From an optimization exercise on the open Yosys and OpenROAD flow, aimed at small area, a short achievable clock period and few clock cycles; shortcuts taken in it are not production practice.
The RTL of this run was laid out without a check of its function.
Power is estimated from default activity; no workload was simulated.

`flow/design.v`:
```
module sbmc_step (
    input  wire [13:0] s,
    output wire [11:0] acc,
    output wire [8:0]  q5,
    output wire        c_inc,    
    output wire        c_dec,    
    output wire [5:0]  q50,
    output wire        cf
);
    wire neg = s[13];
    wire lo3 = s[2:0] != 3'b000;
    assign acc = s[13:2] + {11'd0, neg & (s[1:0] != 2'b00)};
    wire [10:0] y   = {~s[13], s[12:3]};
    wire [2:0]  r5  = y % 11'd5;
    wire [5:0]  r50 = y % 11'd50;
    assign q5  = y / 11'd5;
    assign q50 = y / 11'd50;
    assign c_inc = neg && (r5 == 3'd4) && lo3;
    assign c_dec = !neg && (r5 != 3'd4);
    assign cf = neg ? (r50 >= (lo3 ? 6'd19 : 6'd20)) : (r50 >= 6'd24);
endmodule
module sbmc_tick #(
    parameter integer DT        = 100,
    parameter integer SCALE     = 1000,
    parameter integer N_AVG     = 4,
    parameter integer MASK_BITS = 0
) (
    input  wire        clk,
    input  wire        rst,
    input  wire [31:0] cfg_dist_target,
    input  wire [7:0]  cfg_n_ramp,
    input  wire [15:0] cfg_dwell_ticks,
    input  wire [7:0]  cfg_spd_op,
    input  wire [7:0]  cfg_spd_step,
    input  wire [15:0] cfg_cmd_stop,
    input  wire [15:0] cfg_cmd_rev,
    input  wire        run,
    input  wire        tick,
    input  wire        smp_valid,
    output wire        smp_ready,
    input  wire [55:0] smp_data,
    output wire        drv_valid,
    input  wire        drv_ready,
    output wire [15:0] drv_data,
    output wire        busy,
    output wire        running,
    output wire        fault,
    output wire [1:0]  phase,
    output wire [7:0]  ramp,
    output wire [15:0] dwell,
    output wire [31:0] acc,
    output wire [31:0] vel,
    output wire [31:0] distance
);
    localparam [1:0] PH_ACCEL  = 2'd0,
                     PH_CRUISE = 2'd1,
                     PH_REV    = 2'd2,
                     PH_STOP   = 2'd3;
    reg        run_q;
    reg        fault_q;
    reg [1:0]  phase_q;
    reg [7:0]  ramp_q;
    reg [15:0] dwell_q;
    reg [11:0] acc_q;         
    reg [31:0] vel_q;
    reg [31:0] dist_q;
    reg [28:0] q_q;           
    reg [3:0]  r_q;           
    reg        pend_q;        
    reg        busy_q;
    reg        samp_q;        
    reg [1:0]  cnt_q;         
    reg        c1_q, c2_q, c3_q;
    reg        spec_q;        
    reg        zero_q;        
    reg        dv_q;          
    reg        second_q;      
    reg [15:0] dd_q;          
    reg [13:0] s_q;           
    reg [8:0]  q5_q;          
    reg        cinc_q, cdec_q;
    reg [5:0]  q50_q;
    reg        cf_q;
    reg [5:0]  k_q;           
    reg        c_q;           
    reg [7:0]  nlvl_q;        
    reg [31:0] tgt_q;         
    reg        dz_q;          
    reg        rlast_q;       
    wire [11:0] raw = {smp_data[11:8], smp_data[7:0]};
    wire [13:0] x   = {{2{raw[11]}}, raw};
    wire [11:0] c1_acc;
    wire [8:0]  c1_q5;
    wire        c1_inc, c1_dec;
    wire [5:0]  c1_q50;
    wire        c1_cf;
    sbmc_step u_step (
        .s(s_q), .acc(c1_acc), .q5(c1_q5), .c_inc(c1_inc), .c_dec(c1_dec),
        .q50(c1_q50), .cf(c1_cf)
    );
    wire safe = (vel_q[31] == vel_q[30]) && (dist_q[31] == dist_q[30]);
    wire [8:0]  dvel = c1q5_dv(q5_q, cinc_q, cdec_q);
    function [8:0] c1q5_dv(input [8:0] q5, input inc, input dec);
        c1q5_dv = q5 - 9'd204 + {{8{dec}}, dec | inc};
    endfunction
    wire [5:0]  fd   = q50_q - 6'd21 + {5'd0, cf_q};
    wire [3:0]  md   = q5_q[3:0] + {{3{cdec_q}}, cdec_q | cinc_q} + 4'd6
                     - {q50_q[2:0] + {2'd0, cf_q}, 1'b0}
                     - {q50_q[0] ^ cf_q, 3'd0};
    wire [4:0]  u    = {1'b0, md} + {1'b0, r_q};
    wire        cy   = u >= 5'd10;
    wire [3:0]  rn   = cy ? u[3:0] - 4'd10 : u[3:0];
    wire [5:0]  kk   = fd + {5'd0, cy};
    wire [32:0] vsum = {vel_q[31], vel_q} + {{24{dvel[8]}}, dvel};
    wire        vovf = vsum[32] != vsum[31];
    wire [33:0] dsum = {{2{dist_q[31]}}, dist_q} + {{5{q_q[28]}}, q_q}
                     + {{28{k_q[5]}}, k_q} + {33'd0, c_q};
    wire        dovf = (dsum[33:31] != 3'b000) && (dsum[33:31] != 3'b111);
    wire        d_ge = $signed(dsum) >= $signed({{2{tgt_q[31]}}, tgt_q});
    wire        d_le0 = dsum[33] || (dsum == 34'd0);
    wire [28:0] qsum = q_q + {{23{k_q[5]}}, k_q};
    wire live   = run_q && !fault_q && (phase_q != PH_STOP);
    wire active = samp_q || c1_q || c2_q || c3_q || dv_q;
    wire start  = pend_q && live && !active;
    wire take   = smp_valid && samp_q;
    wire sent   = dv_q && drv_ready;
    wire p0_c1  = c1_q && (phase_q == PH_ACCEL) && safe;
    wire c3_ok  = c3_q && !dovf;
    wire p0_c3  = c3_ok && !spec_q && (phase_q == PH_ACCEL);
    wire p1_hit = c3_ok && !spec_q && (phase_q == PH_CRUISE) && d_ge;
    wire p2_hit = c3_ok && !spec_q && (phase_q == PH_REV) && d_le0;
    wire p0     = p0_c1 || p0_c3;
    reg        n_pend, n_samp, n_c1, n_c2, n_c3, n_dv, n_fault, n_run;
    reg [1:0]  n_phase;
    always @(*) begin
        n_run   = run_q;
        n_fault = fault_q;
        n_phase = phase_q;
        n_samp  = samp_q;
        n_c1    = c1_q;
        n_c2    = c2_q;
        n_c3    = c3_q;
        n_dv    = dv_q;
        n_pend  = pend_q;
        if (run && !run_q) begin
            n_run   = 1'b1;
            n_phase = PH_ACCEL;
            n_pend  = 1'b0;
        end else begin
            n_pend = (tick && live) || (pend_q && !start);
            if (start) begin
                if (dwell_q != 16'd0) begin
                    if (dwell_q == 16'd1) begin
                        n_dv    = 1'b1;
                        n_phase = PH_REV;
                    end
                end else begin
                    n_samp = 1'b1;
                end
            end
            if (take && cnt_q == 2'd3) begin
                n_samp = 1'b0;
                n_c1   = 1'b1;
            end
            if (sent && !second_q)
                n_dv = 1'b0;
            if (c1_q) begin
                n_c1 = 1'b0;
                n_c2 = 1'b1;
            end
            if (c2_q) begin
                n_c2 = 1'b0;
                if (vovf)
                    n_fault = 1'b1;
                else
                    n_c3 = 1'b1;
            end
            if (c3_q) begin
                n_c3 = 1'b0;
                if (dovf)
                    n_fault = 1'b1;
            end
            if (p0) begin
                n_dv = 1'b1;
                if (rlast_q)
                    n_phase = PH_CRUISE;
            end
            if (p1_hit) begin
                n_dv = 1'b1;
                if (dz_q)
                    n_phase = PH_REV;
            end
            if (p2_hit) begin
                n_dv    = 1'b1;
                n_phase = PH_STOP;
            end
        end
    end
    wire n_live = n_run && !n_fault && (n_phase != PH_STOP);
    always @(posedge clk) begin
        if (rst) begin
            run_q   <= 1'b0;
            fault_q <= 1'b0;
            phase_q <= PH_ACCEL;
            pend_q  <= 1'b0;
            busy_q  <= 1'b0;
            samp_q  <= 1'b0;
            c1_q    <= 1'b0;
            c2_q    <= 1'b0;
            c3_q    <= 1'b0;
            dv_q    <= 1'b0;
            zero_q  <= 1'b0;
        end else begin
            run_q   <= n_run;
            fault_q <= n_fault;
            phase_q <= n_phase;
            pend_q  <= n_pend;
            busy_q  <= (n_pend && n_live) || n_samp || n_c1 || n_c2 || n_c3 || n_dv;
            samp_q  <= n_samp;
            c1_q    <= n_c1;
            c2_q    <= n_c2;
            c3_q    <= n_c3;
            dv_q    <= n_dv;
            zero_q  <= (start && dwell_q == 16'd1) || (p1_hit && dz_q);
        end
    end
    always @(posedge clk) begin
        if (rst) begin
            ramp_q  <= 8'd0;
            dwell_q <= 16'd0;
            acc_q   <= 12'd0;
            vel_q   <= 32'd0;
            dist_q  <= 32'd0;
            q_q     <= 29'd0;
            r_q     <= 4'd0;
        end else if (run && !run_q) begin
            ramp_q  <= 8'd0;
            dwell_q <= 16'd0;
            vel_q   <= 32'd0;
            dist_q  <= 32'd0;
            q_q     <= 29'd0;
            r_q     <= 4'd0;
        end else begin
            if (start && dwell_q != 16'd0)
                dwell_q <= dwell_q - 16'd1;
            if (p1_hit && !dz_q)
                dwell_q <= cfg_dwell_ticks;
            if (p0)
                ramp_q <= ramp_q + 8'd1;
            if (c1_q)
                acc_q <= c1_acc;
            if (c2_q) begin
                r_q <= rn;
                if (!vovf)
                    vel_q <= vsum[31:0];
            end
            if (c3_q) begin
                q_q <= qsum;
                if (!dovf)
                    dist_q <= dsum[31:0];
            end
            if (zero_q) begin
                vel_q <= 32'd0;
                q_q   <= 29'd0;
                r_q   <= 4'd0;
            end
        end
    end
    always @(posedge clk) begin
        tgt_q   <= cfg_dist_target;
        dz_q    <= (cfg_dwell_ticks == 16'd0);
        rlast_q <= (ramp_q + 8'd1 == cfg_n_ramp);
        if (run && !run_q)
            nlvl_q <= cfg_spd_step;
        else if (p0)
            nlvl_q <= nlvl_q + cfg_spd_step;
        if (start)
            cnt_q <= 2'd0;
        else if (take)
            cnt_q <= cnt_q + 2'd1;
        if (take)
            s_q <= (cnt_q == 2'd0) ? x : s_q + x;
        if (c1_q) begin
            q5_q   <= c1_q5;
            cinc_q <= c1_inc;
            cdec_q <= c1_dec;
            q50_q  <= c1_q50;
            cf_q   <= c1_cf;
            spec_q <= p0_c1;
        end
        if (c2_q) begin
            k_q <= kk;
            c_q <= vsum[31] && (rn != 4'd0);
        end
        if (start) begin
            dd_q     <= cfg_cmd_rev;
            second_q <= 1'b0;
        end else if (p0) begin
            dd_q     <= {nlvl_q, cfg_spd_op};
            second_q <= 1'b0;
        end else if (p1_hit || p2_hit) begin
            dd_q     <= cfg_cmd_stop;
            second_q <= p1_hit && dz_q;
        end else if (sent) begin
            dd_q     <= cfg_cmd_rev;
            second_q <= 1'b0;
        end
    end
    assign smp_ready = samp_q;
    assign drv_valid = dv_q;
    assign drv_data  = dd_q;
    assign busy     = busy_q;
    assign running  = run_q;
    assign fault    = fault_q;
    assign phase    = phase_q;
    assign ramp     = ramp_q;
    assign dwell    = dwell_q;
    assign acc      = {{20{acc_q[11]}}, acc_q};
    assign vel      = vel_q;
    assign distance = dist_q;
endmodule
```
`flow/run.sh`:
```
#!/bin/bash
# synth_recipe.tcl (not shown) runs the flow's synth.tcl, then flattens the netlist and writes it again
# the make line also repeats each setting of config.mk as NAME=value (left out here)
make -C /OpenROAD-flow-scripts/flow DESIGN_CONFIG=/design/flow/config.mk WORK_HOME=/design/flow/orfs CLKGATE_MAP_FILE= SYNTH_SCRIPT=/design/flow/synth_recipe.tcl finish
```
`flow/config.mk`:
```
export PLATFORM = sky130hd
export DESIGN_NAME = sbmc_tick
export DESIGN_NICKNAME = sbmc_tick
export VERILOG_FILES = /design/flow/design.v
export SDC_FILE = /design/flow/constraint.sdc
export NUM_CORES = 4
export LEC_CHECK = 0
export CAP_MARGIN = 20
export CORE_MARGIN = 2
export CORE_UTILIZATION = 40
export SETUP_SLACK_MARGIN = 5
export SLEW_MARGIN = 20
```
`flow/constraint.sdc`:
```
create_clock -name core_clock -period 10.0 [get_ports {clk}]
set_input_delay 2.0000 -clock core_clock [delete_from_list [all_inputs] [get_ports {clk}]]
set_output_delay 2.0000 -clock core_clock [all_outputs]
set_load 0.01 [all_outputs]
```
==> run notes <==
cell usage after synthesis (all sizes together), types with 8 or more instances:
cell,instances,share of area
nor4,18,0.0060
nand4,24,0.0076
dfxtp,182,0.19
nand3,60,0.015
xnor2,115,0.052
clkbuf,62,0.012
o21bai,18,0.0069
a21oi,194,0.050
or2,14,0.0044
o21a,31,0.012
nand2b,31,0.0098
xor2,47,0.021
nor3b,12,0.0046
or3,21,0.0067
buf,53,0.017
a21boi,8,0.0030
nand2,171,0.033
o311ai,9,0.0044
o22ai,24,0.0079
o211ai,13,0.0052
nor2,252,0.048
a31oi,20,0.0064
mux2i,53,0.027
o31ai,15,0.0067
o21ai,110,0.028
nor3,47,0.012
and3,16,0.0051
fa,41,0.042
o221ai,10,0.0051
edfxtp,64,0.098
a211oi,31,0.012
and2,16,0.0051
nor2b,26,0.0083
inv,139,0.026
ha,197,0.13
a2111oi,8,0.0037
a21o,58,0.022
state kept, by name (all words and copies together), names as in the netlist, 2 cells and up:
signal   flops
acc_q       12
q50_q        6
dist_q      32
vel_q       32
k_q          6
q5_q         9
cnt_q        2
dwell_q     16
q_q         29
r_q          4
phase_q      2
nlvl_q       8
tgt_q       32
dd_q        16
s_q         14
ramp_q       8
routing by layer:
| metal | share of wire | vias to the layer above | global-route usage |
|---|---|---|---|
| li1 | - | 9166 | - |
| met1 | 0.43 | 9069 | 0.284 |
| met2 | 0.49 | 485 | 0.401 |
| met3 | 0.050 | 131 | 0.0451 |
| met4 | 0.032 | 2 | 0.0810 |
| met5 | 0.00021 | - | 0 |
worst paths after layout:
check	endpoint	slack, ns
max	dd_q[15]	4.18
min	acc_q[1]	0.46
max reg2reg	dd_q[15]	4.18
min reg2reg	acc_q[1]	0.46
cell type report:
| type | count | area (sq um) |
|---|---|---|
| tap | 664 | 831 |
| sequential | 246 | 5570 |
| multi-input combinational | 1826 | 15100 |
| clock inverter | 8 | 95.1 |
| antenna | 2 | 5.00 |
| fill | 4186 | 21000 |
| timing repair buffer | 466 | 4700 |
| inverter | 141 | 534 |
| clock buffer | 52 | 980 |
worst register-to-register path, stage by stage, from the launching register on:
cell,delay (ns)
edfxtp_1,0.38
buf_6,0.17
buf_12,0.15
fa_1,0.49
ha_4,0.29
o21a_1,0.17
o21a_4,0.17
nand3_4,0.10
o31a_4,0.39
a211oi_4,0.29
buf_4,0.17
nor2_2,0.04
a21oi_2,0.16
a21bo_2,0.19
nand2_2,0.09
ha_4,0.31
nand4_1,0.14
or2_4,0.31
nor2_4,0.13
nand2_4,0.10
o211ai_1,0.27
o2111a_2,0.31
o311ai_4,0.13
buf_6,0.16
a21boi_4,0.14
nand3_4,0.11
clkbuf_16,0.18
power groups by stage:
stage	Clock, uW	Sequential, uW	Combinational [uW]
floorplan	0	1080	172
detailed placement	0	1080	266
global route	1270	1060	325
finish	1200	1060	291
CTS	1240	1060	280
global placement	0	1080	259
placed cells by master (no fill, tap or decap), types with 15 or more instances in the layout:
master,count
a211oi_1,25
a21o_1,56
a21oi_1,128
a21oi_2,62
a31oi_1,15
buf_4,143
buf_6,31
clkbuf_16,39
clkdlybuf4s50_1,264
dfxtp_1,181
edfxtp_1,64
fa_1,35
ha_1,156
ha_4,33
inv_1,128
mux2i_1,53
nand2_1,137
nand2_4,19
nand2b_1,29
nand3_1,53
nand4_1,24
nor2_1,212
nor2_4,29
nor2b_1,24
nor3_1,38
nor4_1,15
o21a_1,30
o21ai_0,87
o21bai_1,16
o22ai_1,17
or3_1,19
xnor2_1,105
xor2_1,42
metrics by stage:
stage	cell area [sq um]	total power, uW	utilization	std cells
after floorplan	20000	1250	-	2325
after global placement	23000	1340	0.473	3159
after detailed placement	23000	1350	0.473	3159
after CTS	26400	2580	0.541	3343
after global routing	27800	2660	0.570	3404
final	27800	2550	0.570	3405
cell families after synthesis:
logic type / count (synthesis)
xor gates and xnor gates: 162
buffers and inverters: 256
AOI/OAI and AO/OA: 627
adders and majority gates: 240
DFF: 246
muxes: 58
and+or+nand+nor: 736
timing repair:
| action | in CTS | in global routing |
|---|---|---|
| pin swaps | 125 | 102 |
| cloned | 13 | 5 |
| buffers inserted | 111 | 55 |
| endpoints found under the setup margin | 142 | 142 |
| resized for setup | 229 | 196 |
==> flow_summary_export.csv <==
group,metric,value,unit
timing,fmax,0.172,GHz
synth,synth_compound_area_frac,0.212,
timing,skew,0.0273,ns
critical_path,crit_fanout,8,
synth,syn_area,19700,sq um
synth,syn_avg_cell_area,8.47,sq um
cts,cts_root_buf,"clkbuf_16",
critical_path,cp-startpoint,"k_q[5]",
floorplanning,die_w,226,microns
grt,antenna_found_initial,3,
placed_design,dpl.hpwl,41.0,mm
timing,tightest_slew,1.07,ns
detailed_routing,vias,18853,
grt,grt_pass1_wl,95.3,mm
run,maxCapViolCount,0,
grt,grt_start_max_net_pins,70,
critical_path,path_delay_family,"compound AO/OA/AOI/OAI gates",
synth,yosys-mux-area-fraction,0.0298,
critical_path,critPathRequiredTime,10.25,ns
cells_and_area,area_growth,41.0,%
cts,hold_buffers,0,
detailed_routing,totalWireLength,62.0,mm
pwr,power_density,92.0,nW/um^2
pwr,switching_share,0.250,
critical_path,cp_num_buf_inv,5,
critical_path,cp_num_cells,26,
synth,synthXorXnorAreaFrac,0.0728,
detailed_routing,drt_iter0_drc,1262,
synth,yosys.area_share.simple,0.179,
pwr,clockPowerShare,0.471,
grt,grt.total_usage,0.231,
timing,slew_headroom,0.284,
critical_path,r2r_start,"k_q[5]",
floorplanning,die_area,51000,sq um
detailed_routing,vias_per_cell,5.54,
synth,synth-async-reset-ratio,0,
grt,gr-total-overflow,0,
cts,htreeDepth,2,
synth,syn-num-nets,2729,
floorplanning,die_h,226,microns
timing,drv_slew,0,
grt,grt_pass1_vias,18365,
floorplanning,start_util,0.404,
synth,yosys_warnings,1,
status,status,"complete, no violations",
pwr,combPwrFrac,0.114,
synth,ys.flop_type,"dfxtp_1",
timing,rsz0062_at_grt,"yes",
detailed_routing,wl_per_cell,18.2,microns
timing,hold_viol_final,0,
synth,netlist_instances,2325,
cts,cts-buffers-inserted,34,
placed_design,finalWeightedCongestion,0.889,
min_path,hold_start,"acc_q[1]",
timing,setup_tns,0,ns
critical_path,endpoint_kind,"flip-flop",
timing,holdWs,0.464,ns
floorplanning,pin_count,309,
synth,synth_fa_ha_area_frac,0.168,
min_path,hold_depth,2,
pwr,leakagePower,0.0112,uW
critical_path,slowest_stage,"fa_1",
timing,layout_min_cycle_time,5.82,ns
pwr,peakVddDrop,0.102,mV
pwr,p_int,1910,uW
placed_design,io_buffers,264,
detailed_routing,drc,0,
synth,synth_top_family_by_area,"compound AO/OA/AOI/OAI gates",
cells_and_area,final_net_count,3119,
synth,ys_seq_area_frac,0.283,
synth,ys_types,107,
pwr,power.switching,640,uW
pwr,power_frac_seq,0.415,
detailed_routing,drt_first_pass_iters,6,
cts,clock_latency,0.55,ns
synth,ys_ff_latch,246,
timing,setup_viol,0,
timing,fin_crit_sh,0.582,
timing,setup_slack,4.18,ns
critical_path,slowest_delay,0.48,ns
cts,clockBufferDepth,3,
floorplanning,rows,81,
critical_path,crit_type,"flip-flop to flip-flop",
min_path,hp-class,"flip-flop to flip-flop",
floorplanning,placeableCoreArea,48700,sq um
critical_path,arrival,6.07,ns
synth,synth-edff-count,64,
cts,cts_tree,"done",
cts,clkTransAtPathRegs,0.05,ns
detailed_routing,ant_nets,0,
cts,cts_sinks,246,
placed_design,dp_slack,2.37,ns
critical_path,startpoint_type,"flip-flop",
cells_and_area,drive_gt1_frac,0.218,
critical_path,rr_worst_depth,26,

afterwards: timing with drivers on the ports:
How much do the figures lean on ideal ports? The routed layout below was timed once more, with nothing changed but the port constraints.
Step 1 assumes that a clkbuf_16 drives the clock port and a buf_2 every other input.
Step 2 also shifts input and output timing later by t, the mid clock arrival at the registers, as if the neighbouring blocks saw the same clock.
a / b / c = ideal ports / drivers / drivers and shift; a / b = the first two.
t, ns: 0.592
slack for setup (ns): 4.184 / 4.184 / 4.184
worst hold slack (ns): 0.464 / 0.464 / 0.464
cell pins on the clock port's net: 1
After both steps setup and hold are still met in this run. For this run, drivers alone change the setup slack by 0.000 ns; drivers and shift together by 0.000 ns.
